Context: an optimization exercise on an open-source flow, tuned for small area. The choices shown serve that exercise and are no tape-out recipe. Function was checked by simulation only, so behaviour that the tests miss may differ from the original. Power is estimated from default activity; no workload was simulated.

## oak
Design gpu_core, start of the top module:
module gpu_core (
    input  wire        clk,
    input  wire        rst,           
    input  wire        rx_valid,
    input  wire [7:0]  rx_data,
    output wire        tx_valid,
    output wire [7:0]  tx_data,
    input  wire        fill_req,
    output wire [11:0] rgb,
    output wire        hsync,
    output wire        vsync,
    output wire        de,
    output wire [9:0]  x,
    output wire [9:0]  y,
    output wire        frame,
    output wire        line,
    output wire        valid_data,
    output wire        in_bounds,
    output wire        seg_re,
    output wire        seg_we,
    output wire [13:0] seg_addr,
    output wire [31:0] seg_wdata,
    input  wire [31:0] seg_rdata,
    output wire        fb_rd_bank,
    output wire [7:0]  fb_rd_cx,
    output wire [7:0]  fb_rd_cy,
    input  wire [2:0]  fb_rdata,
    output wire        fb_we,
    output wire        fb_wr_bank,
    output wire [7:0]  fb_wr_cx,
    output wire [7:0]  fb_wr_cy,
    output wire [2:0]  fb_wdata
);
export LEC_CHECK = 0
export ABC_AREA = 1
export CAP_MARGIN = 20
export CORE_MARGIN = 2
export CORE_UTILIZATION = 70
export PLACE_DENSITY = 0.85
export SLEW_MARGIN = 20
create_clock -name core_clock -period 10.0 [get_ports {clk}]
standard.sh (not shown) runs the stock make flow with config.mk's settings and CLKGATE_MAP_FILE= SYNTH_SCRIPT=/design/flow/synth_recipe.tcl, a recipe that flattens the netlist after the stock synthesis.
==> flow/flow/run.sh <==
#!/bin/bash
# The standard layout (standard.sh) with these changes, each tool's output in its own log:
#  - synthesis maps the logic with the area-oriented ABC script in flow/abc_area.script,
#  - without ORFS's hard adder cells (ADDER_MAP_FILE empty), so ABC optimises adders too;
#    registers are mapped exactly as in the standard synthesis,
#  - the port buffers are the smallest buffer, sky130_fd_sc_hd__buf_1,
#  - clock tree synthesis clusters up to 20 sinks within 80 um behind clkbuf_8 leaf buffers and adds no dummy loads.
set -u
rm -rf myscripts
cp -r "$FLOW_HOME/scripts" myscripts
cp flow/abc_area.script myscripts/abc_area.script
export BUFFER_PORTS_ARGS="-buffer_cell sky130_fd_sc_hd__buf_1"
export CTS_ARGS="-sink_clustering_enable -repair_clock_nets -sink_clustering_size 20 -sink_clustering_max_diameter 80 -sink_clustering_buffer sky130_fd_sc_hd__clkbuf_8 -dont_use_dummy_load"
bash standard.sh SCRIPTS_DIR="$PWD/myscripts" ADDER_MAP_FILE= finish > standard.log 2>&1
==> flow/flow/abc_area.script <==
strash
&get -n
&deepsyn -T 60
&put
dch -f
amap
topo
Every stage of the flow completed for oak, and the final layout passed the timing, DRC and antenna checks.
What pine does differently from oak at the input level:
--- a/flow/flow/run.sh
+++ b/flow/flow/run.sh
@@ -6,3 +6,6 @@
 #  - the port buffers are the smallest buffer, sky130_fd_sc_hd__buf_1,
-#  - clock tree synthesis clusters up to 20 sinks within 80 um behind clkbuf_8 leaf buffers and adds no dummy loads.
+#  - timing-driven global placement does not keep its trial repairs (GPL_KEEP_OVERFLOW 0);
+#    the resizer step after placement still repairs every slew and capacitance violation,
+#  - clock tree synthesis uses clkbuf_8, clusters up to 20 sinks within 60 um and adds no
+#    dummy loads.
 set -u
@@ -12,3 +15,4 @@
 export BUFFER_PORTS_ARGS="-buffer_cell sky130_fd_sc_hd__buf_1"
-export CTS_ARGS="-sink_clustering_enable -repair_clock_nets -sink_clustering_size 20 -sink_clustering_max_diameter 80 -sink_clustering_buffer sky130_fd_sc_hd__clkbuf_8 -dont_use_dummy_load"
+export GPL_KEEP_OVERFLOW=0
+export CTS_ARGS="-sink_clustering_enable -repair_clock_nets -sink_clustering_size 20 -sink_clustering_max_diameter 60 -buf_list sky130_fd_sc_hd__clkbuf_8 -dont_use_dummy_load"
 bash standard.sh SCRIPTS_DIR="$PWD/myscripts" ADDER_MAP_FILE= finish > standard.log 2>&1
--- a/flow/config.mk
+++ b/flow/config.mk
@@ -8,6 +8,6 @@
 export ABC_AREA = 1
-export CAP_MARGIN = 20
+export CAP_MARGIN = 0
 export CORE_MARGIN = 2
-export CORE_UTILIZATION = 70
-export PLACE_DENSITY = 0.85
-export SLEW_MARGIN = 20
+export CORE_UTILIZATION = 60
+export PLACE_DENSITY = 0.75
+export SLEW_MARGIN = 0
Findings:
- Full die area deteriorates in pine relative to oak.
- oak -> pine: power decreased by more than 10%
- Diff pine..oak | post-CTS setup repair buffer count | unchanged
- pine has data arrival time of the critical path above what oak had.
- Total number of tap cells: pine vs oak up 12
- [compare] base=oak new=pine: post-route met1 wirelength moved up; proportion of cell area occupied by registers moved up; setup slack moved down; clock latency reported for the late side of the worst-skew pair level.
> inputs changed (pine -> birch)
--- a/flow/config.mk
+++ b/flow/config.mk
@@ -8,3 +8,3 @@
 export ABC_AREA = 1
-export CAP_MARGIN = 0
+export CAP_MARGIN = 20
 export CORE_MARGIN = 2
@@ -12,2 +12,2 @@
 export PLACE_DENSITY = 0.75
-export SLEW_MARGIN = 0
+export SLEW_MARGIN = 20
Notes after the runs:
- Lower transition time of the tightest slew-check pin goes to birch over pine.
- Count of plain and timing-repair buffers went down slightly going from pine to birch.
- birch vs. pine: layout-stage area growth over the synthesis result went down by 0.26 points, clock power flat.
Changes in maple relative to birch:
==> flow/flow/run.sh <==
#!/bin/bash
# The standard layout (standard.sh) with these changes, each tool's output in its own log:
#  - synthesis maps the logic with the area-oriented ABC script in flow/abc_area.script,
#  - without ORFS's hard adder cells (ADDER_MAP_FILE empty), so ABC optimises adders too;
#    registers are mapped exactly as in the standard synthesis,
#  - the port buffers are the smallest buffer, sky130_fd_sc_hd__buf_1.
set -u
rm -rf myscripts
cp -r "$FLOW_HOME/scripts" myscripts
cp flow/abc_area.script myscripts/abc_area.script
export BUFFER_PORTS_ARGS="-buffer_cell sky130_fd_sc_hd__buf_1"
bash standard.sh SCRIPTS_DIR="$PWD/myscripts" ADDER_MAP_FILE= finish > standard.log 2>&1
--- a/flow/config.mk
+++ b/flow/config.mk
@@ -10,4 +10,7 @@
 export CORE_MARGIN = 2
-export CORE_UTILIZATION = 60
-export PLACE_DENSITY = 0.75
+export CORE_UTILIZATION = 70
+export CTS_BUF_LIST = sky130_fd_sc_hd__clkbuf_8
+export CTS_CLUSTER_DIAMETER = 60
+export CTS_CLUSTER_SIZE = 20
+export PLACE_DENSITY = 0.85
 export SLEW_MARGIN = 20
Notes after the runs:
A critical path startpoint of seg_rdata[9] is what maple shows, while seg_rdata[25] belongs to birch.
Of the two candidates, birch has the worse setup slack and maple the better one.
On maple: first-pass GRT wire length is 8.4% higher than what birch gave.
birch has a lower power than maple.
Die outline width: maple lower than birch
Measured against each other, maple and birch differ in met2 wirelength from detailed routing, the lower figure coming from birch.
Re utilization: maple and birch aren't equal, and the higher value belongs to maple.

-- static timing again, ports no longer ideal --
No port has a modelled driver above. Below, the same layouts with a new extraction and two added sets of constraints. Step 1 (the two cells are an assumption about what drives the block):
set clk [get_ports {clk}]
set_driving_cell -lib_cell sky130_fd_sc_hd__clkbuf_16 $clk
set_driving_cell -lib_cell sky130_fd_sc_hd__buf_2 [delete_from_list [all_inputs] $clk]
Step 2 also shifts input and output timing later by t, the mid clock arrival at the registers, as if the neighbouring blocks saw the same clock. Three values: ideal, step 1, step 2; two values: the first two.
| run | t (ns) | setup slack, ns | cell pins on the clock port's net |
|---|---|---|---|
| oak | 0.475 | 0.774 / 0.797 / 0.323 | 1 |
| pine | 0.472 | 0.747 / 0.765 / 0.293 | 1 |
| birch | 0.501 | 0.730 / 0.748 / 0.247 | 1 |
| maple | 0.516 | 0.751 / 0.768 / 0.253 | 1 |
After both steps every run listed still meets setup and hold. The setup slack of maple, which loses most, moves by +0.017 ns with the drivers and by -0.498 ns with both steps.
